Source: an optimization exercise on an open RTL-to-GDS flow (aim: small area, a short achievable clock period and few clock cycles). Production flows keep margins and buffers that such runs may drop. The RTL was checked by simulation tests, not by an equivalence proof against the original design. Power and IR drop assume default switching activity.

[flow/flow/run.sh]
#!/bin/bash
set -euo pipefail
bash standard.sh SETUP_SLACK_MARGIN=7.4 'BUFFER_PORTS_ARGS=-buffer_cell sky130_fd_sc_hd__buf_1' finish > make_finish.log 2>&1
[flow/standard.sh]
#!/bin/bash
# synth_recipe.tcl (not shown) runs the flow's synth.tcl, then flattens the netlist and writes it again
# the make line also repeats each setting of config.mk as NAME=value (left out here)
make -C /OpenROAD-flow-scripts/flow DESIGN_CONFIG=/design/flow/config.mk WORK_HOME=/design/flow/orfs CLKGATE_MAP_FILE= SYNTH_SCRIPT=/design/flow/synth_recipe.tcl "${@:-finish}"
[flow/config.mk]
export PLATFORM = sky130hd
export DESIGN_NAME = lcs_diff
export DESIGN_NICKNAME = lcs_diff
export VERILOG_FILES = /design/flow/design.v
export SDC_FILE = /design/flow/constraint.sdc
export NUM_CORES = 4
export LEC_CHECK = 0
export ABC_AREA = 1
export CAP_MARGIN = 30
export CORE_MARGIN = 2
export CORE_UTILIZATION = 40
export SLEW_MARGIN = 40
[flow/constraint.sdc]
create_clock -name core_clock -period 11.0 [get_ports {clk}]
set_input_delay 2.2000 -clock core_clock [delete_from_list [all_inputs] [get_ports {clk}]]
set_output_delay 2.2000 -clock core_clock [all_outputs]
set_load 0.01 [all_outputs]
[flow/design.v]
module lcs_diff #(
    parameter N  = 16,
    parameter TW = 8
) (
    input  wire              clk,
    input  wire              rst,
    input  wire              cmd_valid,
    output wire              cmd_ready,
    input  wire [4:0]        a_len,
    input  wire [4:0]        b_len,
    input  wire [N*TW-1:0]   a_toks,
    input  wire [N*TW-1:0]   b_toks,
    output wire              out_valid,
    input  wire              out_ready,
    output wire [1:0]        out_op,
    output wire [3:0]        out_idx,
    output wire [4:0]        out_len
);
    localparam OP_REM  = 2'd0;
    localparam OP_ADD  = 2'd1;
    localparam OP_KEEP = 2'd2;
    localparam OP_END  = 2'd3;
    localparam E_IDLE = 3'd0;
    localparam E_DP   = 3'd2;
    localparam E_TB   = 3'd3;
    localparam E_EMB  = 3'd4;
    localparam E_DONE = 3'd5;
    localparam E_POST = 3'd6;    
    localparam P_UP1  = 2'd0;
    localparam P_DOWN = 2'd1;
    localparam P_UP2  = 2'd2;
    integer q;
    function [15:0] smear_dn(input [15:0] x);
        reg [15:0] y;
        begin
            y = x;
            y = y | (y >> 1);
            y = y | (y >> 2);
            y = y | (y >> 4);
            y = y | (y >> 8);
            smear_dn = y;
        end
    endfunction
    function [15:0] smear_up(input [15:0] x);
        reg [15:0] y;
        begin
            y = x;
            y = y | (y << 1);
            y = y | (y << 2);
            y = y | (y << 4);
            y = y | (y << 8);
            smear_up = y;
        end
    endfunction
    function himatch(input [15:0] c, input [15:0] mm);
        reg [7:0] a1, m1;
        reg [3:0] a2, m2;
        reg [1:0] a3, m3;
        integer k;
        begin
            for (k = 0; k < 8; k = k + 1) begin
                a1[k] = c[2*k+1] | c[2*k];
                m1[k] = c[2*k+1] ? mm[2*k+1] : (c[2*k] & mm[2*k]);
            end
            for (k = 0; k < 4; k = k + 1) begin
                a2[k] = a1[2*k+1] | a1[2*k];
                m2[k] = a1[2*k+1] ? m1[2*k+1] : m1[2*k];
            end
            for (k = 0; k < 2; k = k + 1) begin
                a3[k] = a2[2*k+1] | a2[2*k];
                m3[k] = a2[2*k+1] ? m2[2*k+1] : m2[2*k];
            end
            himatch = a3[1] ? m3[1] : m3[0];
        end
    endfunction
    function [15:0] lowest(input [15:0] x);
        reg [15:0] z;
        begin
            z = smear_up(x);
            lowest = z & ~(z << 1);
        end
    endfunction
    function [3:0] enc16(input [15:0] x);    
        begin
            enc16[0] = |(x & 16'haaaa);
            enc16[1] = |(x & 16'hcccc);
            enc16[2] = |(x & 16'hf0f0);
            enc16[3] = |(x & 16'hff00);
        end
    endfunction
    function [15:0] dp_row(input [15:0] v, input [15:0] mm);
        reg [15:0] u, gg, pp, cc;
        begin
            u  = v & mm;
            gg = u;                  
            pp = v & ~u;             
            gg = gg | (pp & (gg << 1));  pp = pp & (pp << 1);
            gg = gg | (pp & (gg << 2));  pp = pp & (pp << 2);
            gg = gg | (pp & (gg << 4));  pp = pp & (pp << 4);
            gg = gg | (pp & (gg << 8));
            cc = gg << 1;            
            dp_row = ((v & ~u) ^ cc) | (v & ~mm);
        end
    endfunction
    wire [TW-1:0] A [0:N-1];
    wire [TW-1:0] B [0:N-1];
    genvar g;
    generate
        for (g = 0; g < N; g = g + 1) begin : g_tok
            assign A[g] = a_toks[g*TW +: TW];
            assign B[g] = b_toks[g*TW +: TW];
        end
    endgenerate
    reg [2:0]    e_st;
    reg [2:0]    e_st_n;
    reg [4:0]    m_r, n_r;
    reg          o_r;            
    reg [2:0]    pm1;            
    reg [2:0]    ptr;            
    reg [1:0]    pst;
    reg [2:0]    ptr_d1, ptr_d2, ptr_d3;
    reg          u_first, u_last;    
    reg          t_first, t_last;    
    reg          dum_r;              
    reg [TW-1:0] asel0, asel1;
    reg          av1;
    reg [15:0]   M0, M1;         
    reg [15:0]   Md0, Md1;       
    reg [15:0]   Dr1r;           
    reg [15:0]   V;
    reg [15:0]   vst [0:8];
    reg [15:0]   T, X, Y, ycol, GB;
    reg          fail;
    reg [15:0]   PA_e, qthr;
    reg          w_busy;         
    reg          e_pend;         
    reg [4:0]    e_len;
    reg [15:0]   PAs, QBs;       
    reg [15:0]   Xr, sX;         
    reg [3:0]    xidx;           
    reg          hx, hx2;        
    reg [3:0]    w_i, w_j;
    reg [4:0]    a_rem, b_rem;
    reg [4:0]    w_L;
    reg          ov_r;
    reg [1:0]    op_r;
    reg [3:0]    idx_r;
    reg [4:0]    len_r;
    reg          crdy_r;
    reg          is_post;
    reg          blk_r;          
    assign cmd_ready = crdy_r & ~blk_r;
    assign out_valid = ov_r;
    assign out_op    = op_r;
    assign out_idx   = idx_r;
    assign out_len   = len_r;
    wire handoff = cmd_valid & cmd_ready;
    wire       idle  = (e_st == E_IDLE);
    wire       le2   = (a_len[4:2] == 3'd0) && (a_len[1:0] != 2'd3);    
    wire       le4   = (a_len[4:3] == 2'd0) && (a_len[2:0] <= 3'd4);    
    wire [2:0] pe    = idle ? {2'b00, ~le2} : ptr;
    wire [TW-1:0] sel0 = idle ? (le2 ? A[0] : A[2]) : A[{ptr, 1'b0}];
    wire [TW-1:0] sel1 = idle ? (le2 ? A[1] : A[3]) : A[{ptr, 1'b1}];
    wire [3:0] p_cur   = (a_len + 5'd1) >> 1;
    wire [2:0] pm1_cur = p_cur[2:0] - 3'd1;
    wire       sv1     = idle ? !(a_len == 5'd1 || a_len == 5'd3) : !(o_r && ptr == pm1);
    reg  [2:0] ptr_n;
    reg  [1:0] pst_n;
    always @(*) begin
        ptr_n = ptr;
        pst_n = pst;
        if (!cmd_valid || cmd_ready) begin
            ptr_n = 3'd0;
            pst_n = P_UP1;
        end else if (idle) begin
            ptr_n = le2 ? 3'd1 : le4 ? 3'd0 : 3'd2;
            pst_n = le2 ? P_UP2 : le4 ? P_DOWN : P_UP1;
        end else begin
            case (pst)
            P_UP1:  if (ptr == pm1) begin pst_n = P_DOWN; ptr_n = ptr - 3'd1; end
                    else ptr_n = ptr + 3'd1;
            P_DOWN: if (ptr == 3'd0)    pst_n = P_UP2;  else ptr_n = ptr - 3'd1;
            default: if (ptr != 3'd7) ptr_n = ptr + 3'd1;
            endcase
        end
    end
    wire [TW-1:0] opa0 = idle ? A[0] : asel0;
    wire [TW-1:0] opa1 = idle ? A[1] : asel1;
    wire          opv1 = idle ? (a_len != 5'd1) : av1;
    reg [15:0] cmp0, cmp1;
    always @(*) begin
        for (q = 0; q < N; q = q + 1) begin
            cmp0[q] = (B[q] == opa0);
            cmp1[q] = (B[q] == opa1) & opv1;
        end
    end
    wire [15:0] V1 = dp_row(V,  M0);
    wire [15:0] V2 = dp_row(V1, M1);
    wire [15:0] Dr2 = ~vst[0] | {16{dum}};
    wire [15:0] Dr1 = Dr1r;
    wire        dum = dum_r;                      
    wire [15:0] c1  = (Md1 | Dr2) & T;
    wire [15:0] S1  = smear_dn(c1);
    wire [15:0] H1  = S1 & ~(S1 >> 1);
    wire        d1  = himatch(c1, Md1);
    wire        f1  = d1 ? |(GB & ~S1) : |(Md1 & ycol);
    wire [15:0] GB1 = d1 ? (Md1 & (S1 >> 1)) : GB;
    wire [15:0] yc1 = d1 ? H1 : ycol;
    wire [15:0] ti2 = dum ? T : (S1 >> 1);
    wire [15:0] c2  = (Md0 | Dr1) & ti2;
    wire [15:0] S2s = smear_dn(c2);
    wire [15:0] H2s = S2s & ~(S2s >> 1);
    wire        sc2 = d1 | dum;
    wire [15:0] S2  = sc2 ? S2s : S1;
    wire [15:0] H2  = sc2 ? H2s : H1;
    wire        d2  = sc2 ? himatch(c2, Md0) : |(H1 & Md0);
    wire [15:0] T2  = d2 ? (S2 >> 1) : S2;
    wire        f2  = d2 ? |(GB1 & ~S2) : |(Md0 & yc1);
    wire [15:0] GB2 = d2 ? (Md0 & (S2 >> 1)) : GB1;
    wire [15:0] yc2 = d2 ? H2 : yc1;
    wire [15:0] oh0 = 16'd1 << {ptr_d3, 1'b0};    
    wire [15:0] oh1 = 16'd1 << {ptr_d3, 1'b1};    
    wire        tb_last   = t_first;
    wire        tb_fail_n = fail | f1 | f2;
    wire        tb_pass   = !tb_fail_n && (GB2 == 16'd0);
    wire        fail_n    = (e_st == E_TB) ? (tb_last ? !tb_pass : tb_fail_n)
                          : (e_st == E_IDLE) ? 1'b0 : fail;
    wire [15:0] yr   = Y & qthr;
    wire [15:0] ey1  = lowest(yr);
    wire [15:0] ey1b = lowest(yr & ~ey1);
    wire        h1   = |(Md0 & ey1);
    wire [15:0] z1   = smear_up(Md0 & qthr);
    wire [15:0] l1   = z1 & ~(z1 << 1);
    wire [15:0] qt1  = h1 ? (z1 << 1) : qthr;
    wire [15:0] Y1   = h1 ? ((Y & ~ey1) | l1) : Y;
    wire [15:0] ey2  = h1 ? ey1b : ey1;
    wire        h2   = |(Md1 & ey2);
    wire [15:0] z2   = smear_up(Md1 & qt1);
    wire [15:0] l2   = z2 & ~(z2 << 1);
    wire [15:0] qt2  = h2 ? (z2 << 1) : qt1;
    wire [15:0] Y2   = h2 ? ((Y1 & ~ey2) | l2) : Y1;
    wire        emb_end = t_last || ((Y & qthr) == 16'd0);
    always @(*) begin
        e_st_n = e_st;
        case (e_st)
        E_IDLE: if (cmd_valid)
                    e_st_n = (a_len == 5'd0 || b_len == 5'd0) ? E_DONE : E_DP;
        E_DP:   if (u_last) e_st_n = E_TB;
        E_TB:   if (tb_last) e_st_n = E_POST;
        E_POST: if (fail) e_st_n = emb_end ? E_DONE : E_EMB;
                else      e_st_n = handoff ? E_IDLE : E_DONE;
        E_EMB:  if (emb_end) e_st_n = E_DONE;
        E_DONE: if (handoff) e_st_n = E_IDLE;
        default: e_st_n = E_IDLE;
        endcase
        if (!cmd_valid) e_st_n = E_IDLE;
    end
    always @(posedge clk) begin
        asel0  <= sel0;
        asel1  <= sel1;
        av1    <= sv1;
        M0     <= cmp0;
        M1     <= cmp1;
        Md0    <= M0;
        Md1    <= M1;
        Dr1r   <= ~dp_row((e_st == E_DP) ? vst[0] : vst[2], M0);
        ptr_d3 <= ptr_d2;
        t_first <= u_first;
        t_last  <= u_last;
        dum_r   <= o_r && u_last;
        ptr_d1 <= pe;
        ptr_d2 <= idle ? 3'd0 : ptr_d1;
        u_first <= idle ? 1'b1 : (ptr_d1 == 3'd0);
        u_last  <= idle ? le2  : (ptr_d1 == pm1);
        if (idle || e_st == E_DP) begin
            vst[0] <= idle ? 16'hffff : V2;
            for (q = 1; q < 9; q = q + 1) vst[q] <= vst[q-1];
        end else begin
            for (q = 0; q < 8; q = q + 1) vst[q] <= vst[q+1];
        end
        case (e_st)
        E_IDLE: begin
            m_r   <= a_len;
            n_r   <= b_len;
            o_r   <= a_len[0];
            pm1   <= pm1_cur;
            V     <= 16'hffff;
            T     <= ~(16'hffff << b_len);
            X     <= 16'd0;
            Y     <= 16'd0;
            fail  <= 1'b0;
            GB    <= 16'd0;
            ycol  <= 16'd0;
            PA_e  <= 16'd0;
            qthr  <= 16'hffff;
        end
        E_DP: begin
            V <= V2;
        end
        E_TB: begin
            T    <= T2;
            X    <= X | (d1 ? oh1 : 16'd0) | (d2 ? oh0 : 16'd0);
            Y    <= Y | (d1 ? H1 : 16'd0) | (d2 ? H2 : 16'd0);
            fail <= fail_n;
            GB   <= GB2;
            ycol <= yc2;
        end
        E_EMB, E_POST: if (e_st == E_EMB || fail) begin
            PA_e <= PA_e | (h1 ? oh0 : 16'd0) | (h2 ? oh1 : 16'd0);
            qthr <= qt2;
            Y    <= Y2;
        end
        default: ;
        endcase
    end
    wire        a_nz = (a_rem != 5'd0);
    wire        b_nz = (b_rem != 5'd0);
    reg  [1:0]  r_op;
    reg  [3:0]  r_idx;
    always @(*) begin
        if (hx) begin
            if (!PAs[0])      begin r_op = OP_REM;  r_idx = w_i;  end
            else if (!QBs[0]) begin r_op = OP_ADD;  r_idx = w_j;  end
            else              begin r_op = OP_KEEP; r_idx = xidx; end
        end else if (a_nz) begin r_op = OP_REM; r_idx = w_i; end
        else if (b_nz)     begin r_op = OP_ADD; r_idx = w_j; end
        else               begin r_op = OP_END; r_idx = 4'd0; end
    end
    wire        r_keep = hx & PAs[0] & QBs[0];
    wire        adv_i  = hx ? (~PAs[0] | QBs[0]) : a_nz;    
    wire        adv_jk = hx ? PAs[0] : (~a_nz & b_nz);      
    wire        hx_n   = r_keep ? hx2 : hx;
    wire        anz_n  = adv_i ? (a_rem != 5'd1) : a_nz;
    wire        bnz_n  = adv_jk ? (b_rem != 5'd1) : b_nz;
    wire        last   = !hx_n && !anz_n && !bnz_n;
    wire [15:0] sxl    = lowest(sX);
    wire [15:0] exl    = lowest(X);
    wire [15:0] ex2    = X & ~exl;
    wire load_out = !ov_r || out_ready;
    wire w_step   = load_out && !e_pend && w_busy;
    wire w_free_n = w_busy ? (w_step && (last || r_op == OP_END)) : !handoff;
    always @(posedge clk) begin
        if (crdy_r) begin
            PAs   <= fail ? PA_e : X;
            QBs   <= Y;
            Xr    <= X;
            sX    <= ex2;
            xidx  <= enc16(exl);
            hx    <= (X != 16'd0);
            hx2   <= (ex2 != 16'd0);
            w_i   <= 4'd0;
            w_j   <= 4'd0;
            a_rem <= m_r;
            b_rem <= n_r;
            w_L   <= 5'd0;
        end else if (w_step) begin
            if (adv_i) begin
                PAs   <= PAs >> 1;
                w_i   <= w_i + 4'd1;
                a_rem <= a_rem - 5'd1;
            end
            if (adv_jk) begin
                QBs   <= QBs >> 1;
                w_j   <= w_j + 4'd1;
                b_rem <= b_rem - 5'd1;
            end
            if (r_keep) begin
                Xr   <= sX;
                sX   <= sX & ~sxl;
                xidx <= enc16(sxl);
                hx   <= hx2;
                hx2  <= ((sX & ~sxl) != 16'd0);
                w_L  <= w_L + 5'd1;
            end
        end
        if (load_out) begin
            if (e_pend) begin
                op_r  <= OP_END;
                idx_r <= 4'd0;
                len_r <= e_len;
            end else begin
                op_r  <= r_op;
                idx_r <= r_idx;
                len_r <= w_L;
            end
        end
        if (w_step && last && r_op != OP_END)
            e_len <= w_L + {4'd0, r_keep};
        if (rst) begin
            e_st   <= E_IDLE;
            ptr    <= 3'd0;
            pst    <= P_UP1;
            w_busy <= 1'b0;
            e_pend <= 1'b0;
            ov_r   <= 1'b0;
            crdy_r <= 1'b0;
            is_post <= 1'b0;
            blk_r   <= 1'b0;
        end else begin
            e_st   <= e_st_n;
            ptr    <= ptr_n;
            pst    <= pst_n;
            w_busy <= !w_free_n;
            if (load_out) ov_r <= e_pend || w_busy;
            if (load_out && e_pend)
                e_pend <= 1'b0;
            else if (w_step && last && r_op != OP_END)
                e_pend <= 1'b1;
            crdy_r <= (e_st_n == E_DONE || e_st_n == E_POST) && w_free_n;
            is_post <= (e_st_n == E_POST);
            blk_r   <= (e_st_n == E_POST) && fail_n;
        end
    end
endmodule
==> results by group, run 1 <==
Critical path
  • Worst setup SP type: flop
  • Worst Path Arrival: 3.96 ns
  • Setup crit end kind: flop
  • Worst Path Required: 11.37 ns
  • CP max stage delay: 0.45 ns
  • Worst flop-to-flop path startpoint: qthr[1]$_SDFFCE_PN1P_
  • CP Max Fanout: 8
  • Crit-path slowest cell: edfxtp_1
  • Worst Setup Path Type: flop to flop
  • Crit path top cell by count: nand2_4
  • Worst setup path startpoint: qthr[1]$_SDFFCE_PN1P_

Placed design
  • Placer Congestion: 1.03
  • Post-DP HPWL: 78.7 mm
  • Dpl cell area: 32300 sq um
  • # port buffers: 282

Global routing
  • GRT met2 Usage: 43.0%
  • Initial antenna violation count: 10
  • Most Crowded Layer GR: met2
  • Gr usage total: 26.6%
  • Largest net degree at the start of global routing: 88
  • Gr ovfl total: 0
  • Global routing met1 resource utilization: 34.8%
  • Met3 Track Usage GR: 4.80%
  • First-pass GRT wire length: 162 mm
  • Vias in the first global route: 27.6k

Route
  • Initial DRC count: 3112
  • Vias/cell: 5.45
  • DRT antenna net count: 0
  • Total number of vias: 29.9k
  • WL/cell: 19.8 um
  • Final wirelength: 109 mm
  • Drt drc: 0
  • DRT Pass-1 Iters: 7

STA
  • Max-Slew Margin vs Limit: 48.5%
  • RSZ-0062 raised after global routing: yes
  • Final period util: 32.6%
  • Fin Setup TNS: 0 ns
  • Final hold violations: 0
  • Clock skew: 0.0264 ns
  • Maximum clock rate: 279 MHz
  • Min Tclk post-route: 3.59 ns
  • Final Max Tran Viols: 0
  • Final setup violating endpoints: 0
  • Slew @ Worst Pin: 0.773 ns

Yosys
  • Distinct cells, synth: 66
  • Multiplexer area fraction after synthesis: 0%
  • Sequential cell area fraction in the yosys report: 40.9%
  • Yosys warns: 2
  • Number of synthesized register bits: 502
  • Syn nets: 4478
  • Synth Flop Type: dfxtp_1
  • Synth Cell Area: 30400 sq um
  • Post-Synth XOR/XNOR Area: 5.39%
  • Cells after synthesis: 4145
  • Ys async rst share: 0%
  • Largest family of logic cells by synthesized area: simple AND/OR/NAND/NOR gates
  • Post-Synth Adder-Cell Area: 2.59%
  • Post-synthesis compound-gate area fraction: 14.1%
  • Syn avg cell area: 7.33 sq um
  • EDFF count, synth: 237
  • Synth Area in Simple Gates: 28.5%

Clocking
  • Max Root-Sink Buffers: 3
  • H-tree depth: 2
  • CTS Root Cell: clkbuf_16
  • CTS Sinks: 502
  • CTS clock-pin slew for the worst setup and hold paths: 0.06 ns
  • TritonCTS clock tree: done
  • Worst-skew pair later-pin latency: 0.63 ns
  • Cts hold-fix bufs: 0
  • Total CTS buffers: 55

Die
  • Die Y: 280 um
  • Row count: 101
  • Core Box Area: 75600 sq um
  • Full die area: 78200 sq um
  • Die W: 280 um
  • Initial Util: 40.2%
  • Num ports: 283

Power
  • PwrDens: 167 nW/um^2
  • Net Sw Power: 2.16 mW
  • Peak VDD IR: 0.124 mV
  • Pleak: 15.8 nW
  • Clk pwr share: 31.4%
  • Combinational power share: 30.0%
  • Part of the power in registers: 38.6%
  • Switch share: 36.0%
  • P_int: 3.84 mW

Status
  • Status: complete, no violations

Cells and area
  • Commonest non-fill, non-tap cells in the layout: nand2_1, inv_1, nor2_1
  • Filler Cell Count: 7616
  • Fin nets: 4788
  • Post-route cell area: 35900 sq um
  • Share of layout cells above drive strength 1: 10.6%
  • Multi-input gate area in the final layout: 16300 sq um
  • Most common cell after layout, fill and taps aside: nand2_1
  • Register area: 12400 sq um
  • Area grow syn2layout: 18.1%

Run
  • Maxcap violations: 0

Hold path
  • Hold Crit Start: u_first$_SDFF_PP1_
  • Class of the worst hold path: flop to flop
[state kept, by name, summed over array words and instances (netlist names), 8 cells and up]
| signal | flops |
|---|---|
| vst | 144 |
| Dr1r | 16 |
| GB | 16 |
| M0 | 16 |
| M1 | 16 |
| Md0 | 16 |
| Md1 | 16 |
| PA_e | 16 |
| PAs | 16 |
| QBs | 16 |
| T | 16 |
| V | 16 |
| X | 16 |
| Y | 16 |
| qthr | 16 |
| ycol | 16 |
| sX | 15 |
| asel0 | 8 |
| asel1 | 8 |
[layout make-up]
class,instances,share of cell area (%)
diodes,5,0.0349
clock buffers,72,4.27
clock inverters,30,0.830
inverters,494,5.39
multi-input cells,3006,45.5
flip-flops and latches,502,34.7
well taps,978,3.41
repair buffers,389,5.73
repair inverters,7,0.188
[logic make-up after synthesis]
family	after synthesis
compound gates	717
simple gates	2030
xor+xnor	187
buf+inv	646
fa+ha+maj	63
flops	502
[cells in the mapped netlist, types with 6 or more instances]
| cell | instances | area [sq um] |
|---|---|---|
| nand2_4 | 8 | 90.1 |
| a211oi_1 | 6 | 45.0 |
| dfxtp_1 | 265 | 5310 |
| nor2_2 | 13 | 81.3 |
| nand4_1 | 70 | 438 |
| o31ai_1 | 9 | 67.6 |
| inv_2 | 10 | 37.5 |
| nand3b_1 | 7 | 52.6 |
| nor4_1 | 23 | 144 |
| o21a_1 | 15 | 113 |
| edfxtp_1 | 237 | 7120 |
| o221ai_1 | 10 | 87.6 |
| nor2_1 | 391 | 1470 |
| nand3_2 | 7 | 70.1 |
| nand3_1 | 243 | 1220 |
| buf_2 | 30 | 150 |
| a2111oi_0 | 20 | 175 |
| inv_1 | 475 | 1780 |
| nor3_1 | 43 | 215 |
| a22o_1 | 6 | 52.6 |
| clkinv_1 | 8 | 30.0 |
| clkbuf_1 | 99 | 372 |
| o22ai_1 | 56 | 350 |
| nand2_1 | 1161 | 4360 |
| o21ai_0 | 270 | 1350 |
| a21oi_1 | 163 | 816 |
| o2111ai_1 | 11 | 96.3 |
| xnor2_1 | 56 | 490 |
| or2_2 | 26 | 163 |
| a221oi_1 | 33 | 289 |
| o211ai_1 | 37 | 278 |
| xor2_1 | 131 | 1150 |
| a31oi_1 | 19 | 119 |
| o21ai_1 | 28 | 140 |
| ha_1 | 63 | 788 |
| buf_6 | 12 | 135 |
| nand2_2 | 21 | 131 |
[path summary, 6_finish.rpt]
kind,endpoint,slack [ns],cells after the start
worst min register to register,t_first$_DFF_P_,0.33,0
worst min-delay path,t_first$_DFF_P_,0.33,0
worst max register to register,Y[4]$_SDFFCE_PN0P_,7.41,25
worst max-delay path,Y[4]$_SDFFCE_PN0P_,7.41,25
[critical path: cells and delay by family, from the launching register on]
| family | cells | cell delay [ns] |
|---|---|---|
| compound gates | 1 | 0.06 |
| buf+inv | 5 | 0.67 |
| flops | 1 | 0.45 |
| simple gates | 19 | 2.16 |
[stage by stage]
step	hold WS, ns	worst slack (ns)	instances	power [mW]	utilization, %
after global placement	0.314	6.02	5287	3.91	42.7
after floorplan	0.310	7.36	4145	3.46	-
after detailed placement	0.330	5.96	5287	3.91	42.7
after CTS	0.328	7.25	5420	5.85	45.8
final	0.335	7.41	5483	6.00	47.5
after global routing	0.325	7.26	5481	6.30	47.5
[power groups by stage]
stage                     Clock, mW  Combinational [mW]  Sequential, mW
final                          1.88                1.80            2.32
after global routing           1.99                1.96            2.34
after CTS                      1.92                1.61            2.32
after detailed placement          0                1.55            2.36
after global placement            0                1.55            2.35
after floorplan                   0                1.15            2.31
[repair_timing]
action / 4_1_cts / 5_1_grt
setup buffers: 20 / 50
cloned: 11 / 8
resized for setup: 66 / 188
pin swaps: 10 / 61
endpoints found under the setup margin: 196 / 205
hold endpoints to repair: 0 / 0
[layer usage]
metal	wire length, um	vias to the layer above
met5	60	-
met4	5260	10
met3	8790	280
met2	49400	1326
met1	45300	13900
li1	-	14400
Testbench counts, summed over its fixed seeds: cycles 7,338.
==> run 2, diff against run 1 <==
--- a/flow/design.v
+++ b/flow/design.v
@@ -263,7 +263,7 @@
         M1     <= cmp1;
         Md0    <= M0;
         Md1    <= M1;
-        Dr1r   <= ~dp_row((e_st == E_DP) ? vst[0] : vst[2], M0);
+        Dr1r   <= ~V1;
         ptr_d3 <= ptr_d2;
         t_first <= u_first;
         t_last  <= u_last;
@@ -295,9 +295,10 @@
             qthr  <= 16'hffff;
         end
         E_DP: begin
-            V <= V2;
+            V <= u_last ? vst[1] : V2;
         end
         E_TB: begin
+            V    <= vst[3];
             T    <= T2;
             X    <= X | (d1 ? oh1 : 16'd0) | (d2 ? oh0 : 16'd0);
             Y    <= Y | (d1 ? H1 : 16'd0) | (d2 ? H2 : 16'd0);
==> run 2 against run 1 <==
Against the previous run: sequential power is 5% lower; non-clock buffer count is 21 higher; synthesized cell count decreased by 7.5%; setup slack lost 0.025 ns; sequential share of layout area rose by 0.34 points; register-to-register slack worse by 0.02 ns; fmax decreased by 0.69%; sequential cell count did not move; global-route usage up 0.55 points; die area down 2.8%; highest routed layer is now met4.
==> results by group, run 2 <==
Status
  • Status: complete, no violations (unchanged)

STA
  • Fin Setup TNS: 0 ns (unchanged)
  • Maximum clock rate: 277 MHz (was 279 MHz)
  • Final hold violations: 0 (unchanged)
  • Final Max Tran Viols: 0 (unchanged)
  • Min Tclk post-route: 3.61 ns (was 3.59 ns)
  • Final setup violating endpoints: 0 (unchanged)
  • Final period util: 32.8% (was 32.6%)
  • RSZ-0062 raised after global routing: yes (unchanged)
  • Max-Slew Margin vs Limit: 41.6% (was 48.5%)
  • Clock skew: 0.0649 ns (was 0.0264 ns)
  • Slew @ Worst Pin: 0.869 ns (was 0.773 ns)

Yosys
  • Syn avg cell area: 7.70 sq um (was 7.33 sq um)
  • Top post-synthesis cells by count: nand2_1, inv_1, nor2_1 (unchanged)
  • Area contributors post-synth: edfxtp_1, dfxtp_1, nand2_1, inv_1, nor2_1 (unchanged)
  • Synth Flop Type: dfxtp_1 (unchanged)
  • EDFF count, synth: 237 (unchanged)
  • Post-synth top area share: 24.1% (was 23.4%)
  • Syn nets: 4135 (was 4478)
  • Cell with the most instances after synthesis: nand2_1 (unchanged)
  • Yosys warns: 2 (unchanged)
  • Synth Cell Area: 29500 sq um (was 30400 sq um)
  • Distinct cells, synth: 69 (was 66)
  • Largest area contributor in the netlist: edfxtp_1 (unchanged)
  • Sequential cell area fraction in the yosys report: 42.1% (was 40.9%)
  • Cells after synthesis: 3835 (was 4145)
  • Number of synthesized register bits: 502 (unchanged)
  • Ys async rst share: 0% (unchanged)

Global routing
  • Largest net degree at the start of global routing: 86 (was 88)
  • First-pass GRT wire length: 159 mm (was 162 mm)
  • Gr ovfl total: 0 (unchanged)
  • Gr usage total: 27.1% (was 26.6%)
  • Initial antenna violation count: 1 (was 10)
  • Vias in the first global route: 26.7k (was 27.6k)

Cells and area
  • Largest Register: vst (unchanged)
  • Max FFs per register: 144 (unchanged)
  • Area grow syn2layout: 20.3% (was 18.1%)
  • Most common cell after layout, fill and taps aside: nand2_1 (unchanged)
  • Fin nets: 4476 (was 4788)
  • Multi-input gate area in the final layout: 16000 sq um (was 16300 sq um)
  • Register area: 12400 sq um (unchanged)
  • Filler Cell Count: 7143 (was 7616)
  • Commonest non-fill, non-tap cells in the layout: nand2_1, inv_1, nor2_1 (unchanged)
  • Share of layout cells above drive strength 1: 15.8% (was 10.6%)

Clocking
  • Cts hold-fix bufs: 0 (unchanged)
  • H-tree depth: 2 (unchanged)
  • Worst-skew pair later-pin latency: 0.65 ns (was 0.63 ns)
  • CTS clock-pin slew for the worst setup and hold paths: 0.06 ns (about the same)
  • CTS Root Cell: clkbuf_16 (unchanged)
  • Max Root-Sink Buffers: 3 (unchanged)
  • TritonCTS clock tree: done (unchanged)
  • Total CTS buffers: 56 (was 55)
  • CTS Sinks: 502 (unchanged)

Route
  • Final wirelength: 107 mm (was 109 mm)
  • Drt drc: 0 (unchanged)
  • DRT Pass-1 Iters: 6 (was 7)
  • Vias/cell: 5.50 (was 5.45)
  • Initial DRC count: 2687 (was 3112)
  • Total number of vias: 28.5k (was 29.9k)
  • WL/cell: 20.6 um (was 19.8 um)
  • DRT antenna net count: 0 (unchanged)

Critical path
  • Worst setup path startpoint: qthr[0]$_SDFFCE_PN1P_ (was qthr[1]$_SDFFCE_PN1P_)
  • Worst Path Required: 11.33 ns (was 11.37 ns)
  • Worst Path Arrival: 3.95 ns (was 3.96 ns)
  • Worst flop-to-flop path startpoint: qthr[0]$_SDFFCE_PN1P_ (was qthr[1]$_SDFFCE_PN1P_)
  • Depth of the worst register-to-register path: 24 (was 25)
  • CP Max Fanout: 9 (was 8)
  • Worst Setup Path Type: flop to flop (unchanged)
  • RR Endpoint: qthr[13]$_SDFFCE_PN1P_ (was Y[4]$_SDFFCE_PN0P_)
  • Worst setup SP type: flop (unchanged)
  • Setup crit end kind: flop (unchanged)
  • Worst reg2reg setup slack: 7.39 ns (was 7.41 ns)

Placed design
  • Post-DP HPWL: 77.7 mm (was 78.7 mm)
  • Placer Congestion: 1.01 (was 1.03)
  • # port buffers: 282 (unchanged)

Die
  • Full die area: 76000 sq um (was 78200 sq um)
  • Initial Util: 40.5% (was 40.2%)
  • Die Y: 276 um (was 280 um)
  • Row count: 99 (was 101)
  • Die W: 276 um (was 280 um)
  • Num ports: 283 (unchanged)
  • Core Box Area: 73000 sq um (was 75600 sq um)

Power
  • Switch share: 35.5% (was 36.0%)
  • Pleak: 14.8 nW (was 15.8 nW)
  • Total chip power: 5.85 mW (was 6.00 mW)
  • Net Sw Power: 2.08 mW (was 2.16 mW)
  • Part of the power in registers: 37.9% (was 38.6%)
  • Clk pwr share: 32.2% (was 31.4%)
  • Peak VDD IR: 0.111 mV (was 0.124 mV)
  • Combinational power share: 29.9% (was 30.0%)
  • PwrDens: 165 nW/um^2 (was 167 nW/um^2)
  • P_int: 3.77 mW (was 3.84 mW)

Hold path
  • Class of the worst hold path: flop to flop (unchanged)
  • Worst Hold Path EP: t_first$_DFF_P_ (unchanged)
  • Hold Crit Start: u_first$_SDFF_PP1_ (unchanged)
  • Hold Path Depth: 0 (unchanged)

Run
  • Maxcap violations: 0 (unchanged)
-- run 2: cell families after synthesis --
kind of cell    synth area share, %
compound gates                 14.5
xor+xnor                       5.40
fa+ha+maj                      1.27
buf+inv                        7.90
flops                          42.1
mux                            3.74
simple gates                   25.1
-- run 2: per-stage QoR --
| step | utilization, % | setup slack [ns] | hold WS (ns) | std cells | area (sq um) |
|---|---|---|---|---|---|
| after floorplan | - | 7.40 | 0.310 | 3835 | 29500 |
| after global placement | 43.1 | 5.62 | 0.314 | 4966 | 31400 |
| after detailed placement | 43.1 | 5.58 | 0.320 | 4966 | 31400 |
| after CTS | 46.8 | 7.39 | 0.334 | 5122 | 34100 |
| after global routing | 48.7 | 7.25 | 0.338 | 5183 | 35500 |
| final | 48.7 | 7.39 | 0.332 | 5183 | 35500 |
-- run 2: layout make-up --
type	instances	share of cell area, %
Antenna cell	1	0.00705
Multi-Input combinational cell	2757	44.9
Clock buffer	76	4.50
Timing Repair Buffer	410	6.52
Clock inverter	29	0.729
Timing Repair inverter	3	0.0634
Inverter	446	4.87
Tap cell	959	3.38
Sequential cell	502	35.0
-- run 2: metal layers --
metal  track usage [%]  wire, um
met1              35.7     45200
met2              44.5     49500
met3              3.45      6860
met4              12.2      5440
met5                 0         0
-- run 2: how the worst max path moves through the flow --
stage                                   to  slack (ns)  cells past startpoint
detailed placement          fail$_DFFE_PP_        5.58                     20
global placement             M1[1]$_DFF_P_        5.62                     10
CTS                    Y[15]$_SDFFCE_PN0P_        7.39                     23
finish              qthr[13]$_SDFFCE_PN1P_        7.39                     24
floorplan                    M1[3]$_DFF_P_        7.40                     10
global route         qthr[4]$_SDFFCE_PN1P_        7.25                     22
-- run 2: critical path, cell delays in order (launching register included) --
cell      delay [ns]
edfxtp_1        0.42
nand2_2         0.12
nand2_2         0.08
a21oi_2         0.15
nand2_2         0.15
inv_4           0.11
nand4_4         0.18
nor3_4          0.22
nand2_2         0.10
o21ai_4         0.09
nor2_4          0.07
buf_12          0.15
nand3_4         0.16
buf_4           0.17
nand2_1         0.05
o21ai_1         0.14
nand2_1         0.09
nand2_1         0.09
inv_1           0.07
nand3_2         0.10
nor2_4          0.07
buf_6           0.15
buf_4           0.13
a21oi_1         0.12
o21ai_1         0.10
-- run 2: power groups by stage --
stage,registers (mW),clock network [mW],logic [mW]
after floorplan,2.21,0,0.995
after global placement,2.25,0,1.40
after detailed placement,2.25,0,1.39
after CTS,2.21,1.91,1.57
after global routing,2.23,1.99,1.87
final,2.21,1.88,1.75
-- run 2: repair_timing --
item                                    in CTS  in global routing
endpoints found under the setup margin     141                119
endpoints found under the hold margin        0                  0
pin swaps                                   29                 90
gates cloned                                11                  8
gates resized for setup                     89                251
setup buffers                               40                 52
Testbench counts of run 2, summed over its fixed seeds: cycles 7,338.
==> run 3, diff against run 2 <==
--- a/flow/design.v
+++ b/flow/design.v
@@ -127,9 +127,8 @@
     reg [15:0]   M0, M1;         
     reg [15:0]   Md0, Md1;       
     reg [15:0]   Dr1r;           
-    reg [15:0]   V;
     reg [15:0]   vst [0:8];
-    reg [15:0]   T, X, Y, ycol, GB;
+    reg [15:0]   T, X, Y, GB;
     reg          fail;
     reg [15:0]   PA_e, qthr;
     reg          w_busy;         
@@ -194,7 +193,8 @@
             cmp1[q] = (B[q] == opa1) & opv1;
         end
     end
-    wire [15:0] V1 = dp_row(V,  M0);
+    wire [15:0] vin = (e_st == E_TB) ? vst[2] : vst[0];
+    wire [15:0] V1 = dp_row(vin, M0);
     wire [15:0] V2 = dp_row(V1, M1);
     wire [15:0] Dr2 = ~vst[0] | {16{dum}};
     wire [15:0] Dr1 = Dr1r;
@@ -203,6 +203,7 @@
     wire [15:0] S1  = smear_dn(c1);
     wire [15:0] H1  = S1 & ~(S1 >> 1);
     wire        d1  = himatch(c1, Md1);
+    wire [15:0] ycol = lowest(Y);
     wire        f1  = d1 ? |(GB & ~S1) : |(Md1 & ycol);
     wire [15:0] GB1 = d1 ? (Md1 & (S1 >> 1)) : GB;
     wire [15:0] yc1 = d1 ? H1 : ycol;
@@ -217,7 +218,6 @@
     wire [15:0] T2  = d2 ? (S2 >> 1) : S2;
     wire        f2  = d2 ? |(GB1 & ~S2) : |(Md0 & yc1);
     wire [15:0] GB2 = d2 ? (Md0 & (S2 >> 1)) : GB1;
-    wire [15:0] yc2 = d2 ? H2 : yc1;
     wire [15:0] oh0 = 16'd1 << {ptr_d3, 1'b0};    
     wire [15:0] oh1 = 16'd1 << {ptr_d3, 1'b1};    
     wire        tb_last   = t_first;
@@ -284,27 +284,20 @@
             n_r   <= b_len;
             o_r   <= a_len[0];
             pm1   <= pm1_cur;
-            V     <= 16'hffff;
             T     <= ~(16'hffff << b_len);
             X     <= 16'd0;
             Y     <= 16'd0;
             fail  <= 1'b0;
             GB    <= 16'd0;
-            ycol  <= 16'd0;
             PA_e  <= 16'd0;
             qthr  <= 16'hffff;
         end
-        E_DP: begin
-            V <= u_last ? vst[1] : V2;
-        end
         E_TB: begin
-            V    <= vst[3];
             T    <= T2;
             X    <= X | (d1 ? oh1 : 16'd0) | (d2 ? oh0 : 16'd0);
             Y    <= Y | (d1 ? H1 : 16'd0) | (d2 ? H2 : 16'd0);
             fail <= fail_n;
             GB   <= GB2;
-            ycol <= yc2;
         end
         E_EMB, E_POST: if (e_st == E_EMB || fail) begin
             PA_e <= PA_e | (h1 ? oh0 : 16'd0) | (h2 ? oh1 : 16'd0);
==> run 3 against run 2 <==
Against the previous run: sequential power shrank 5%; area after synthesis shrank 3.1%; non-clock buffer count grew 25; critical path depth is the same; die area shrank 3.1%; synthesized cell count shrank 0.16%; register-to-register slack lost 0.04 ns; clock skew shrank 0.025 ns; sequential share of layout area shrank 1.9 points; cell area shrank 2.3%; clock-buffer cell count shrank 8; utilization grew 0.12 points; critical path type unchanged; critical endpoint is now Y[8]$_SDFFCE_PN0P_; largest power group unchanged.
==> results by group, run 3 <==
Status
  • Status: complete, no violations (unchanged)

Global routing
  • Gr ovfl total: 0 (unchanged)
  • Gr usage total: 26.4% (was 27.1%)
  • First-pass GRT wire length: 154 mm (was 159 mm)
  • Vias in the first global route: 26.5k (was 26.7k)
  • Initial antenna violation count: 9 (was 1)
  • Largest net degree at the start of global routing: 94 (was 86)

Die
  • Row count: 98 (was 99)
  • Initial Util: 40.2% (was 40.5%)
  • Full die area: 73600 sq um (was 76000 sq um)
  • Die Y: 271 um (was 276 um)
  • Die W: 271 um (was 276 um)
  • Core Box Area: 71100 sq um (was 73000 sq um)
  • Num ports: 283 (unchanged)

Critical path
  • Worst Path Arrival: 4.02 ns (was 3.95 ns)
  • Worst Path Required: 11.37 ns (was 11.33 ns)
  • Setup crit end kind: flop (unchanged)
  • Worst Setup Path Type: flop to flop (unchanged)
  • Worst setup SP type: flop (unchanged)
  • CP Max Fanout: 8 (was 9)

Power
  • Total chip power: 5.65 mW (was 5.85 mW)
  • PwrDens: 163 nW/um^2 (was 165 nW/um^2)
  • Peak VDD IR: 0.157 mV (was 0.111 mV)
  • Pleak: 15.0 nW (was 14.8 nW)

Clocking
  • CTS clock-pin slew for the worst setup and hold paths: 0.07 ns (was 0.06 ns)
  • Worst-skew pair later-pin latency: 0.63 ns (was 0.65 ns)
  • H-tree depth: 2 (unchanged)
  • Max Root-Sink Buffers: 3 (unchanged)
  • CTS Sinks: 470 (was 502)
  • CTS Root Cell: clkbuf_16 (unchanged)
  • TritonCTS clock tree: done (unchanged)
  • Total CTS buffers: 53 (was 56)

STA
  • RSZ-0062 raised after global routing: yes (unchanged)
  • Final setup violating endpoints: 0 (unchanged)
  • Fin Setup TNS: 0 ns (unchanged)
  • Final Max Tran Viols: 0 (unchanged)
  • Min Tclk post-route: 3.65 ns (was 3.61 ns)
  • Final period util: 33.2% (was 32.8%)
  • Clock skew: 0.0396 ns (was 0.0649 ns)
  • Final hold violations: 0 (unchanged)
  • Max-Slew Margin vs Limit: 40.4% (was 41.6%)
  • Maximum clock rate: 274 MHz (was 277 MHz)
  • Slew @ Worst Pin: 0.888 ns (was 0.869 ns)
  • Final worst-path setup slack: 7.35 ns (was 7.39 ns)

Yosys
  • Number of synthesized register bits: 470 (was 502)
  • Syn nets: 4137 (was 4135)
  • Yosys warns: 2 (unchanged)
  • Syn avg cell area: 7.47 sq um (was 7.70 sq um)
  • Cell with the most instances after synthesis: nand2_1 (unchanged)
  • Post-synth top area share: 21.5% (was 24.1%)
  • Synth Cell Area: 28600 sq um (was 29500 sq um)
  • Sequential cell area fraction in the yosys report: 40.1% (was 42.1%)
  • Distinct cells, synth: 66 (was 69)
  • EDFF count, synth: 205 (was 237)
  • Largest area contributor in the netlist: edfxtp_1 (unchanged)
  • Area contributors post-synth: edfxtp_1, dfxtp_1, nand2_1, inv_1, nor2_1 (unchanged)
  • Synth Flop Type: dfxtp_1 (unchanged)
  • Cells after synthesis: 3829 (was 3835)
  • Ys async rst share: 0% (unchanged)
  • Top post-synthesis cells by count: nand2_1, inv_1, nor2_1 (unchanged)

Route
  • WL/cell: 20.0 um (was 20.6 um)
  • DRT Pass-1 Iters: 9 (was 6)
  • Total number of vias: 28.6k (was 28.5k)
  • Initial DRC count: 2712 (was 2687)
  • DRT antenna net count: 0 (unchanged)
  • Vias/cell: 5.51 (was 5.50)
  • Drt drc: 0 (unchanged)
  • Final wirelength: 104 mm (was 107 mm)

Hold path
  • Class of the worst hold path: flop to flop (unchanged)

Placed design
  • Placer Congestion: 0.985 (was 1.01)
  • # port buffers: 282 (unchanged)
  • Placed cell count: 4946 (was 4966)
  • Post-DP HPWL: 73.9 mm (was 77.7 mm)
  • Worst slack, placed: 5.65 ns (was 5.58 ns)

Cells and area
  • Area grow syn2layout: 21.4% (was 20.3%)
  • Max FFs per register: 144 (unchanged)
  • Filler Cell Count: 7176 (was 7143)
  • Fin cells: 5190 (was 5183)
  • Fin nets: 4497 (was 4476)
  • Most common cell after layout, fill and taps aside: nand2_1 (unchanged)
  • Commonest non-fill, non-tap cells in the layout: nand2_1, inv_1, nor2_1 (unchanged)
  • Share of layout cells above drive strength 1: 14.9% (was 15.8%)
  • Largest Register: vst (unchanged)

Run
  • Maxcap violations: 0 (unchanged)
## run 3: repair_timing
item                       4_1_cts  5_1_grt
setup buffers                   38       77
setup endpoints to repair      116      140
hold buffers                     0        0
gates resized for setup         99      219
pin swaps                       21       75
cloned                          12       10
## run 3: worst max-delay path, stage by stage, from the launching register on
cell and delay (ns):
edfxtp_1 0.43, nand2_2 0.11, nand2_2 0.07, inv_2 0.08, nand3_4 0.10, nor2_8 0.12, nand4_4 0.12, nor2_4 0.17
nand2_2 0.10, nor2_4 0.12, nand2_2 0.06, nand2_2 0.10, nor2_4 0.05, buf_12 0.13, nand3_4 0.15, clkinvlp_4 0.24
nand3_2 0.14, nand4_1 0.17, nor2_4 0.27, buf_12 0.15, nand2_8 0.15, inv_16 0.14, nand2_4 0.05, nand3_2 0.07
nand2_1 0.05
## run 3: logic make-up (layout without fill, tap and decap cells)
kind of cell             after synthesis  in the layout  share of synthesized area (%)
AO/OA/AOI/OAI                        695            695                           14.6
XOR/XNOR                             180            180                           5.51
adder cells (fa/ha/maj)               38             38                           1.66
buffers and inverters                644           1037                           9.01
flip-flops                           470            470                           40.1
multiplexers                          79             79                           3.11
other                                  0              6                              0
AND/OR/NAND/NOR                     1723           1735                           26.1
## run 3: where the power goes
| part | total (mW) | internal [mW] | switching (mW) |
|---|---|---|---|
| Sequential | 2.11 | 2.01 | 0.101 |
| Clock | 1.87 | 1.08 | 0.785 |
| Combinational | 1.66 | 0.569 | 1.10 |
## run 3: area by class of cell
cell class / count / area, sq um / share of cell area (%)
antenna: 6 / 15.0 / 0.0433
clock buffer: 68 / 1520 / 4.38
clock inverter: 32 / 344 / 0.991
inverter: 497 / 1950 / 5.61
multi-input combinational: 2727 / 15600 / 45.1
sequential: 470 / 11500 / 33.1
tap: 950 / 1190 / 3.43
timing repair buffer: 435 / 2510 / 7.23
timing repair inverter: 5 / 50.0 / 0.144
## run 3: per-stage QoR
stage               cell area, sq um  hold slack (ns)  utilization (%)
CTS                            33100            0.327             46.5
finish                         34700            0.326             48.8
global placement               30400            0.314             42.8
detailed placement             30500            0.312             42.8
global route                   34700            0.331             48.8
floorplan                      28600            0.310                -
## run 3: layer usage
metal  share of wire (%)  GRT usage (%)
met1                  43           35.8
met2                  46           42.7
met3                 8.1           4.36
met4                 3.4           8.69
met5               0.039              0
## run 3: final timing paths
check	from	endpoint	slack, ns	cells past startpoint
max reg2reg	Y[0]$_SDFFCE_PN0P_	Y[8]$_SDFFCE_PN0P_	7.35	24
min reg2reg	u_first$_SDFF_PP1_	t_first$_DFF_P_	0.33	0
min	u_first$_SDFF_PP1_	t_first$_DFF_P_	0.33	0
max	Y[0]$_SDFFCE_PN0P_	Y[8]$_SDFFCE_PN0P_	7.35	24
Testbench counts of run 3, summed over its fixed seeds: cycles 7,338.
==> run 4, diff against run 3 <==
--- a/flow/config.mk
+++ b/flow/config.mk
@@ -10,3 +10,4 @@
 export CORE_MARGIN = 2
 export CORE_UTILIZATION = 40
 export SLEW_MARGIN = 40
+export TNS_END_PERCENT = 5
==> run 4 against run 3 <==
Against the previous run: still clean; clock power shrank 3%; sequential share of layout area grew 0.22 points; cell area shrank 0.71%; total power shrank 0.94%; synthesized cell count is the same; wire length shrank 0.97%; fmax shrank 0.98%; register-to-register slack is essentially flat; setup slack lost 0.036 ns; global-route usage shrank 0.16 points; via count is essentially flat; critical path depth shrank 13; critical path type is now primary input to flop; critical endpoint is now M1[11]$_DFF_P_; largest cell class unchanged.
==> results by group, run 4 <==
Die
  • Num ports: 283 (unchanged)
  • Die W: 271 um (unchanged)
  • Die Y: 271 um (unchanged)
  • Row count: 98 (unchanged)
  • Core Box Area: 71100 sq um (unchanged)
  • Full die area: 73600 sq um (unchanged)
  • Initial Util: 40.2% (unchanged)

Yosys
  • Syn avg cell area: 7.47 sq um (unchanged)
  • Cell with the most instances after synthesis: nand2_1 (unchanged)
  • Top post-synthesis cells by count: nand2_1, inv_1, nor2_1 (unchanged)
  • Yosys warns: 2 (unchanged)
  • Post-synth top area share: 21.5% (unchanged)
  • Cells after synthesis: 3829 (unchanged)
  • Area contributors post-synth: edfxtp_1, dfxtp_1, nand2_1, inv_1, nor2_1 (unchanged)
  • Distinct cells, synth: 66 (unchanged)
  • Largest area contributor in the netlist: edfxtp_1 (unchanged)
  • Ys async rst share: 0% (unchanged)
  • EDFF count, synth: 205 (unchanged)
  • Synth Flop Type: dfxtp_1 (unchanged)
  • Synth Cell Area: 28600 sq um (unchanged)
  • Syn nets: 4137 (unchanged)
  • Sequential cell area fraction in the yosys report: 40.1% (unchanged)
  • Number of synthesized register bits: 470 (unchanged)

Placed design
  • Placed cell count: 4943 (was 4946)
  • Placer Congestion: 0.960 (was 0.985)
  • # port buffers: 282 (unchanged)
  • Dpl cell area: 30400 sq um (was 30500 sq um)
  • Post-DP HPWL: 73.2 mm (was 73.9 mm)
  • Worst slack, placed: 5.08 ns (was 5.65 ns)

Route
  • WL/cell: 19.8 um (was 20.0 um)
  • Final wirelength: 103 mm (was 104 mm)
  • Drt drc: 0 (unchanged)
  • Initial DRC count: 2756 (was 2712)
  • DRT Pass-1 Iters: 8 (was 9)
  • Vias/cell: 5.52 (was 5.51)
  • DRT antenna net count: 0 (unchanged)
  • Total number of vias: 28.6k (about the same)

Cells and area
  • Largest Register: vst (unchanged)
  • Share of layout cells above drive strength 1: 13.9% (was 14.9%)
  • Max FFs per register: 144 (unchanged)
  • Fin cells: 5183 (was 5190)
  • Fin nets: 4488 (was 4497)
  • Final core utilization: 48.4% (was 48.8%)
  • Most common cell after layout, fill and taps aside: nand2_1 (unchanged)
  • Post-route cell area: 34500 sq um (was 34700 sq um)
  • Commonest non-fill, non-tap cells in the layout: nand2_1, inv_1, nor2_1 (unchanged)
  • Area grow syn2layout: 20.5% (was 21.4%)

Hold path
  • Class of the worst hold path: flop to flop (unchanged)
  • Hold Path Depth: 0 (unchanged)

Power
  • Pleak: 14.9 nW (was 15.0 nW)
  • PwrDens: 162 nW/um^2 (was 163 nW/um^2)
  • Peak VDD IR: 0.119 mV (was 0.157 mV)
  • Total chip power: 5.59 mW (was 5.65 mW)

STA
  • Final hold violations: 0 (unchanged)
  • Clock skew: 0.0417 ns (was 0.0396 ns)
  • Final Max Tran Viols: 0 (unchanged)
  • Max-Slew Margin vs Limit: 42.8% (was 40.4%)
  • Min Tclk post-route: 3.69 ns (was 3.65 ns)
  • Final worst-path setup slack: 7.31 ns (was 7.35 ns)
  • Maximum clock rate: 271 MHz (was 274 MHz)
  • Final setup violating endpoints: 0 (unchanged)
  • Final period util: 33.6% (was 33.2%)
  • RSZ-0062 raised after global routing: yes (unchanged)
  • Slew @ Worst Pin: 0.853 ns (was 0.888 ns)
  • Fin Hold WS: 0.320 ns (was 0.326 ns)
  • Fin Setup TNS: 0 ns (unchanged)

Critical path
  • Worst Path Required: 11.51 ns (was 11.37 ns)
  • Worst setup SP type: primary input (was flop)
  • CP max stage delay: 0.45 ns (was 0.43 ns)
  • Setup crit end kind: flop (unchanged)
  • Worst Path Arrival: 4.20 ns (was 4.02 ns)
  • Depth of the worst register-to-register path: 24 (unchanged)
  • CP Max Fanout: 11 (was 8)
  • Crit path cell chain: buf_1, inv_1, ha_1, nand2_1, nand2_1, o21ai_0, buf_4, inv_1, a2111oi_0, nand3_1, nor3_2 (was nand2_2, nand2_2, inv_2, nand3_4, nor2_8, nand4_4, nor2_4, nand2_2, nor2_4, nand2_2, nand2_2, nor2_4, buf_12, nand3_4, clkinvlp_4, nand3_2, nand4_1, nor2_4, buf_12, nand2_8, inv_16, nand2_4, nand3_2, nand2_1)
  • Crit-path slowest cell: a2111oi_0 (was edfxtp_1)
  • Worst Setup Path Type: primary input to flop (was flop to flop)

Clocking
  • CTS clock-pin slew for the worst setup and hold paths: 0.06 ns (was 0.07 ns)
  • Worst-skew pair later-pin latency: 0.63 ns (about the same)
  • CTS Root Cell: clkbuf_16 (unchanged)
  • H-tree depth: 2 (unchanged)
  • Total CTS buffers: 52 (was 53)
  • CTS Sinks: 470 (unchanged)
  • Max Root-Sink Buffers: 3 (unchanged)
  • Cts hold-fix bufs: 0 (unchanged)
  • TritonCTS clock tree: done (unchanged)

Status
  • Status: complete, no violations (unchanged)

Global routing
  • Largest net degree at the start of global routing: 85 (was 94)
  • Gr ovfl total: 0 (unchanged)
  • First-pass GRT wire length: 152 mm (was 154 mm)
  • Initial antenna violation count: 14 (was 9)
  • Gr usage total: 26.2% (was 26.4%)
  • Vias in the first global route: 26.4k (was 26.5k)

Run
  • Maxcap violations: 0 (unchanged)
-- run 4: cell counts after synthesis --
Identical to the previous run, type by type.
-- run 4: repair_timing --
item / in CTS / in global routing
pin swaps: 20 / 70
gates cloned: 14 / 10
gates resized for setup: 91 / 184
setup buffers: 36 / 73
setup endpoints to repair: 160 / 178
-- run 4: report_power, final --
part	switching (mW)	leakage (nW)	internal, mW	total (mW)
Clock	0.752	0.878	1.06	1.81
Combinational	1.10	9.84	0.572	1.67
Sequential	0.0996	4.20	2.01	2.11
Total	1.95	14.9	3.64	5.59
-- run 4: cells by family (layout without fill, tap and decap cells) --
family / Yosys count / after routing / synth area share (%)
and+or+nand+nor: 1723 / 1737 / 26.1
AOI/OAI and AO/OA: 695 / 695 / 14.6
buffers and inverters: 644 / 1024 / 9.01
DFF: 470 / 470 / 40.1
xor gates and xnor gates: 180 / 180 / 5.51
muxes: 79 / 79 / 3.11
adders and majority gates: 38 / 38 / 1.66
other: 0 / 10 / 0
-- run 4: worst max-delay path, delay by kind of cell --
kind	cells	cell delay (ns)
compound gates	2	0.58
buf+inv	4	0.71
simple gates	4	0.50
fa+ha+maj	1	0.19
-- run 4: final cells by class --
cell class	instances	area (sq um)
well taps	950	1190
diodes	10	25.0
multi-input cells	2729	15600
repair buffers	427	2450
inverters	497	1930
fillers	7162	36700
clock inverters	17	210
repair inverters	3	27.5
flip-flops and latches	470	11500
clock buffers	80	1570
-- run 4: metal layers --
metal	vias to the layer above	share of wire, %	GRT usage, %
li1	13600	-	-
met1	13400	43	35.3
met2	1262	45	42.0
met3	283	7.7	4.38
met4	8	4.4	10.1
met5	-	0.052	0
-- run 4: path summary, 6_finish.rpt --
kind	slack, ns	start	to
max	7.31	a_len[1]	M1[11]$_DFF_P_
min	0.32	ptr_d2[0]$_SDFF_PP0_	ptr_d3[0]$_DFF_P_
max reg2reg	7.36	Y[0]$_SDFFCE_PN0P_	Y[14]$_SDFFCE_PN0P_
min reg2reg	0.32	ptr_d2[0]$_SDFF_PP0_	ptr_d3[0]$_DFF_P_
==> run 5, diff against run 4 <==
--- a/flow/design.v
+++ b/flow/design.v
@@ -73,6 +73,23 @@
             himatch = a3[1] ? m3[1] : m3[0];
         end
     endfunction
+    function [31:0] low2(input [15:0] x);
+        reg [15:0] n0, n1, p0, p1;       
+        integer k, d;
+        begin
+            n0 = ~x;
+            n1 = x;
+            for (d = 1; d < 16; d = d * 2) begin
+                p0 = n0;
+                p1 = n1;
+                for (k = d; k < 16; k = k + 1) begin
+                    n0[k] = p0[k] & p0[k-d];
+                    n1[k] = (p1[k] & p0[k-d]) | (p0[k] & p1[k-d]);
+                end
+            end
+            low2 = {x & {n1[14:0], 1'b0}, x & {n0[14:0], 1'b1}};
+        end
+    endfunction
     function [15:0] lowest(input [15:0] x);
         reg [15:0] z;
         begin
@@ -226,18 +243,22 @@
     wire        fail_n    = (e_st == E_TB) ? (tb_last ? !tb_pass : tb_fail_n)
                           : (e_st == E_IDLE) ? 1'b0 : fail;
     wire [15:0] yr   = Y & qthr;
-    wire [15:0] ey1  = lowest(yr);
-    wire [15:0] ey1b = lowest(yr & ~ey1);
-    wire        h1   = |(Md0 & ey1);
+    wire [15:0] ey1, ey1b;                   
+    assign {ey1b, ey1} = low2(yr);
     wire [15:0] z1   = smear_up(Md0 & qthr);
     wire [15:0] l1   = z1 & ~(z1 << 1);
-    wire [15:0] qt1  = h1 ? (z1 << 1) : qthr;
-    wire [15:0] Y1   = h1 ? ((Y & ~ey1) | l1) : Y;
-    wire [15:0] ey2  = h1 ? ey1b : ey1;
-    wire        h2   = |(Md1 & ey2);
-    wire [15:0] z2   = smear_up(Md1 & qt1);
+    wire [15:0] z2a  = smear_up(Md1 & qthr);           
+    wire [15:0] z2b  = smear_up(Md1 & (z1 << 1));      
+    wire        h1   = |(Md0 & ey1);
+    wire        h2a  = |(Md1 & ey1);
+    wire        h2b  = |(Md1 & ey1b);
+    wire        h2   = h1 ? h2b : h2a;
+    wire [15:0] z2   = h1 ? z2b : z2a;
     wire [15:0] l2   = z2 & ~(z2 << 1);
+    wire [15:0] qt1  = h1 ? (z1 << 1) : qthr;
     wire [15:0] qt2  = h2 ? (z2 << 1) : qt1;
+    wire [15:0] ey2  = h1 ? ey1b : ey1;
+    wire [15:0] Y1   = h1 ? ((Y & ~ey1) | l1) : Y;
     wire [15:0] Y2   = h2 ? ((Y1 & ~ey2) | l2) : Y1;
     wire        emb_end = t_last || ((Y & qthr) == 16'd0);
     always @(*) begin
--- a/flow/config.mk
+++ b/flow/config.mk
@@ -10,4 +10,3 @@
 export CORE_MARGIN = 2
 export CORE_UTILIZATION = 40
 export SLEW_MARGIN = 40
-export TNS_END_PERCENT = 5
==> run 5 against run 4 <==
Against the previous run: first-iteration DRC count is 20% higher; clock-buffer cell count is 1 higher; critical path depth is 7 lower; combinational power is 17% lower; critical path type is now flop to primary output; largest cell class unchanged.
==> results by group, run 5 <==
Status
  • Status: complete, no violations (unchanged)

Critical path
  • Crit path cell chain: buf_12, inv_16, nor2_4, buf_6 (was buf_1, inv_1, ha_1, nand2_1, nand2_1, o21ai_0, buf_4, inv_1, a2111oi_0, nand3_1, nor3_2)
  • Depth of the worst register-to-register path: 23 (was 24)
  • Worst Path Required: 8.80 ns (was 11.51 ns)
  • Worst flop-to-flop path startpoint: dum_r$_DFF_P_ (was Y[0]$_SDFFCE_PN0P_)
  • Top delay family on crit path: flip-flops (was buffers and inverters)
  • Setup crit end kind: primary output (was flop)
  • Worst reg2reg setup slack: 7.50 ns (was 7.36 ns)
  • Crit-path slowest cell: dfxtp_4 (was a2111oi_0)
  • RR Endpoint: fail$_DFFE_PP_ (was Y[14]$_SDFFCE_PN0P_)
  • Worst Path Arrival: 1.36 ns (was 4.20 ns)
  • Worst setup SP type: flop (was primary input)
  • CP max stage delay: 0.36 ns (was 0.45 ns)
  • Buf/Inv on CP: 3 (was 4)
  • CP Max Fanout: 2 (was 11)
  • Worst Setup Path Type: flop to primary output (was primary input to flop)

Yosys
  • Post-synth top area share: 21.2% (was 21.5%)
  • Yosys warns: 2 (unchanged)
  • Cell with the most instances after synthesis: nand2_1 (unchanged)
  • EDFF count, synth: 205 (unchanged)
  • Synth Cell Area: 29000 sq um (was 28600 sq um)
  • Syn avg cell area: 7.14 sq um (was 7.47 sq um)
  • Sequential cell area fraction in the yosys report: 39.5% (was 40.1%)
  • Distinct cells, synth: 63 (was 66)
  • Synth Flop Type: dfxtp_1 (unchanged)
  • Largest area contributor in the netlist: edfxtp_1 (unchanged)
  • Syn nets: 4391 (was 4137)
  • Top post-synthesis cells by count: nand2_1, inv_1, nor2_1 (unchanged)
  • Area contributors post-synth: edfxtp_1, dfxtp_1, nand2_1, inv_1, o21ai_0 (was edfxtp_1, dfxtp_1, nand2_1, inv_1, nor2_1)
  • Number of synthesized register bits: 470 (unchanged)
  • Ys async rst share: 0% (unchanged)
  • Cells after synthesis: 4067 (was 3829)

STA
  • Final setup violating endpoints: 0 (unchanged)
  • Maximum clock rate: 281 MHz (was 271 MHz)
  • Slew @ Worst Pin: 0.930 ns (was 0.853 ns)
  • RSZ-0062 raised after global routing: yes (unchanged)
  • Max-Slew Margin vs Limit: 37.8% (was 42.8%)
  • Final hold violations: 0 (unchanged)
  • Final period util: 32.4% (was 33.6%)
  • Min Tclk post-route: 3.56 ns (was 3.69 ns)
  • Final Max Tran Viols: 0 (unchanged)
  • Fin Setup TNS: 0 ns (unchanged)
  • Clock skew: 0.0374 ns (was 0.0417 ns)

Placed design
  • Placer Congestion: 0.990 (was 0.960)
  • # port buffers: 282 (unchanged)
  • Placed cell count: 5186 (was 4943)
  • Post-DP HPWL: 78.7 mm (was 73.2 mm)

Power
  • Clk pwr share: 35.2% (was 32.3%)
  • Pleak: 15.3 nW (was 14.9 nW)
  • Part of the power in registers: 38.6% (was 37.8%)
  • Total chip power: 5.32 mW (was 5.59 mW)
  • Switch share: 33.4% (was 34.9%)
  • P_int: 3.54 mW (was 3.64 mW)
  • Combinational power share: 26.2% (was 29.9%)
  • Peak VDD IR: 0.134 mV (was 0.119 mV)
  • Net Sw Power: 1.77 mW (was 1.95 mW)
  • PwrDens: 154 nW/um^2 (was 162 nW/um^2)

Hold path
  • Hold Crit Start: ptr_d2[1]$_SDFF_PP0_ (was ptr_d2[0]$_SDFF_PP0_)
  • Worst Hold Path EP: ptr_d3[1]$_DFF_P_ (was ptr_d3[0]$_DFF_P_)
  • Class of the worst hold path: flop to flop (unchanged)
  • Hold Path Depth: 0 (unchanged)

Global routing
  • Vias in the first global route: 27.7k (was 26.4k)
  • Initial antenna violation count: 4 (was 14)
  • Gr usage total: 27.6% (was 26.2%)
  • First-pass GRT wire length: 161 mm (was 152 mm)
  • Gr ovfl total: 0 (unchanged)
  • Largest net degree at the start of global routing: 99 (was 85)

Route
  • WL/cell: 20.0 um (was 19.8 um)
  • Final wirelength: 108 mm (was 103 mm)
  • Drt drc: 0 (unchanged)
  • DRT antenna net count: 0 (unchanged)
  • Top Metal Used: met4 (was met5)
  • Routed length on met2: 49.3 mm (was 46.4 mm)
  • Metal-1 WL: 45.1 mm (was 43.8 mm)
  • Total number of vias: 29.7k (was 28.6k)
  • Initial DRC count: 3318 (was 2756)
  • Vias/cell: 5.52 (about the same)
  • DRT Pass-1 Iters: 9 (was 8)
  • DR WL met3: 8.88 mm (was 7.87 mm)

Clocking
  • TritonCTS clock tree: done (unchanged)
  • CTS Root Cell: clkbuf_16 (unchanged)
  • CTS Sinks: 470 (unchanged)
  • Cts hold-fix bufs: 0 (unchanged)
  • Worst-skew pair later-pin latency: 0.63 ns (about the same)
  • Max Root-Sink Buffers: 3 (unchanged)
  • Total CTS buffers: 53 (was 52)
  • CTS clock-pin slew for the worst setup and hold paths: 0.06 ns (about the same)
  • H-tree depth: 2 (unchanged)

Cells and area
  • Fin cells: 5381 (was 5183)
  • Register area: 11500 sq um (about the same)
  • Most common cell after layout, fill and taps aside: nand2_1 (unchanged)
  • Final core utilization: 48.1% (was 48.4%)
  • Max FFs per register: 144 (unchanged)
  • Fin nets: 4705 (was 4488)
  • Commonest non-fill, non-tap cells in the layout: nand2_1, inv_1, nor2_1 (unchanged)
  • Filler Cell Count: 7337 (was 7162)
  • Largest Register: vst (unchanged)
  • Multi-input gate area in the final layout: 15700 sq um (was 15600 sq um)
  • Share of layout cells above drive strength 1: 10.6% (was 13.9%)
  • Area grow syn2layout: 18.9% (was 20.5%)

Die
  • Die Y: 273 um (was 271 um)
  • Row count: 98 (unchanged)
  • Die W: 273 um (was 271 um)
  • Initial Util: 40.5% (was 40.2%)
  • Core Box Area: 71700 sq um (was 71100 sq um)
  • Full die area: 74800 sq um (was 73600 sq um)
  • Num ports: 283 (unchanged)

Run
  • Maxcap violations: 0 (unchanged)
-- run 5: how the worst max path moves through the flow --
stage	from	end	slack, ns	cells after the start
3_3_place_gp	Y[0]$_SDFFCE_PN0P_	Y[13]$_SDFFCE_PN0P_	6.39	18
3_5_place_dp	Y[0]$_SDFFCE_PN0P_	Y[13]$_SDFFCE_PN0P_	6.32	18
4_1_cts	dum_r$_DFF_P_	fail$_DFFE_PP_	7.40	22
2_1_floorplan	a_len[4]	asel0[3]$_DFF_P_	7.44	10
6_report	crdy_r$_SDFF_PP0_	cmd_ready	7.44	4
5_1_grt	Y[4]$_SDFFCE_PN0P_	Y[0]$_SDFFCE_PN0P_	7.29	21
-- run 5: routing by layer --
layer | vias up | track usage, %
li1 | 14200 | -
met1 | 13800 | 36.6
met2 | 1433 | 45.1
met3 | 252 | 4.50
met4 | 0 | 10.2
met5 | - | 0
-- run 5: final cells by class --
class                           count  share of cell area, %
Clock buffer                       81                   4.84
Inverter                          505                   5.84
Timing Repair Buffer              396                   6.37
Sequential cell                   470                   33.3
Tap cell                          950                   3.44
Multi-Input combinational cell   2951                   45.5
Antenna cell                        5                 0.0363
Timing Repair inverter              4                 0.0943
Clock inverter                     19                  0.595
-- run 5: worst register-to-register path, stage by stage (launching register included) --
cell and delay (ns):
dfxtp_4 0.38, buf_12 0.18, nand2_2 0.12, nand3_4 0.12, nor2_4 0.18, nand2_2 0.11
nor2_8 0.19, buf_4 0.16, nand2_2 0.11, nor2_2 0.19, nand2_1 0.08, nand3_1 0.15
nor2_4 0.07, nor2_8 0.22, nand2_8 0.15, buf_4 0.19, nand2_2 0.06, nand2_1 0.06
nor2_1 0.14, nand2_1 0.07, nor2_1 0.08, nand2_1 0.08, nand2_1 0.09, a21oi_1 0.07
-- run 5: power groups by stage --
stage	clock network (mW)	registers [mW]	logic, mW
after global routing	1.97	2.07	1.51
after CTS	1.91	2.05	1.27
final	1.87	2.05	1.39
after detailed placement	0	2.09	1.19
after floorplan	0	2.06	0.840
after global placement	0	2.09	1.19
-- run 5: cells by family (layout without fill, tap and decap cells) --
logic type / count (synthesis) / after routing / share of synthesized area [%]
adder cells (fa/ha/maj): 54 / 54 / 2.33
buffers and inverters: 651 / 1005 / 8.76
flip-flops: 470 / 470 / 39.5
XOR/XNOR: 151 / 151 / 4.55
AO/OA/AOI/OAI: 798 / 798 / 16.5
other: 0 / 5 / 0
AND/OR/NAND/NOR: 1943 / 1948 / 28.4
-- run 5: repair_timing --
action | in CTS | in global routing
setup endpoints to repair | 157 | 145
cloned | 11 | 4
resized for setup | 104 | 152
pin swaps | 12 | 36
buffers inserted | 25 | 50
endpoints found under the hold margin | 0 | 0
-- run 5: metrics by stage --
| step | hold slack (ns) | setup WS (ns) | area [sq um] |
|---|---|---|---|
| floorplan | 0.310 | 7.44 | 29100 |
| global placement | 0.312 | 6.39 | 30900 |
| detailed placement | 0.313 | 6.32 | 30900 |
| CTS | 0.332 | 7.40 | 33600 |
| global route | 0.333 | 7.29 | 34500 |
| finish | 0.328 | 7.44 | 34500 |
Testbench counts of run 5, summed over its fixed seeds: cycles 7,338.

[afterwards: timing with drivers on the ports]
In the flow no input, the clock included, has a driving cell. The finished layouts below were timed again as built, in two steps.
Step 1, drivers: a clkbuf_16 drives clk and a buf_2 each remaining input, both assumed.
Step 2 also shifts input and output timing later by t, the mid clock arrival at the registers, as if the neighbouring blocks saw the same clock.
Slacks: ideal ports / drivers / drivers and shift; pairs: ideal ports / drivers.
run | shift t [ns] | setup slack, ns
run 1 | 0.688 | 7.412 / 7.390 / 6.775
run 2 | 0.684 | 7.387 / 7.387 / 6.831
run 3 | 0.660 | 7.345 / 7.345 / 6.767
run 4 | 0.674 | 7.309 / 7.301 / 6.660
run 5 | 0.673 | 7.439 / 7.373 / 6.870
After both steps every run listed still meets setup and hold.
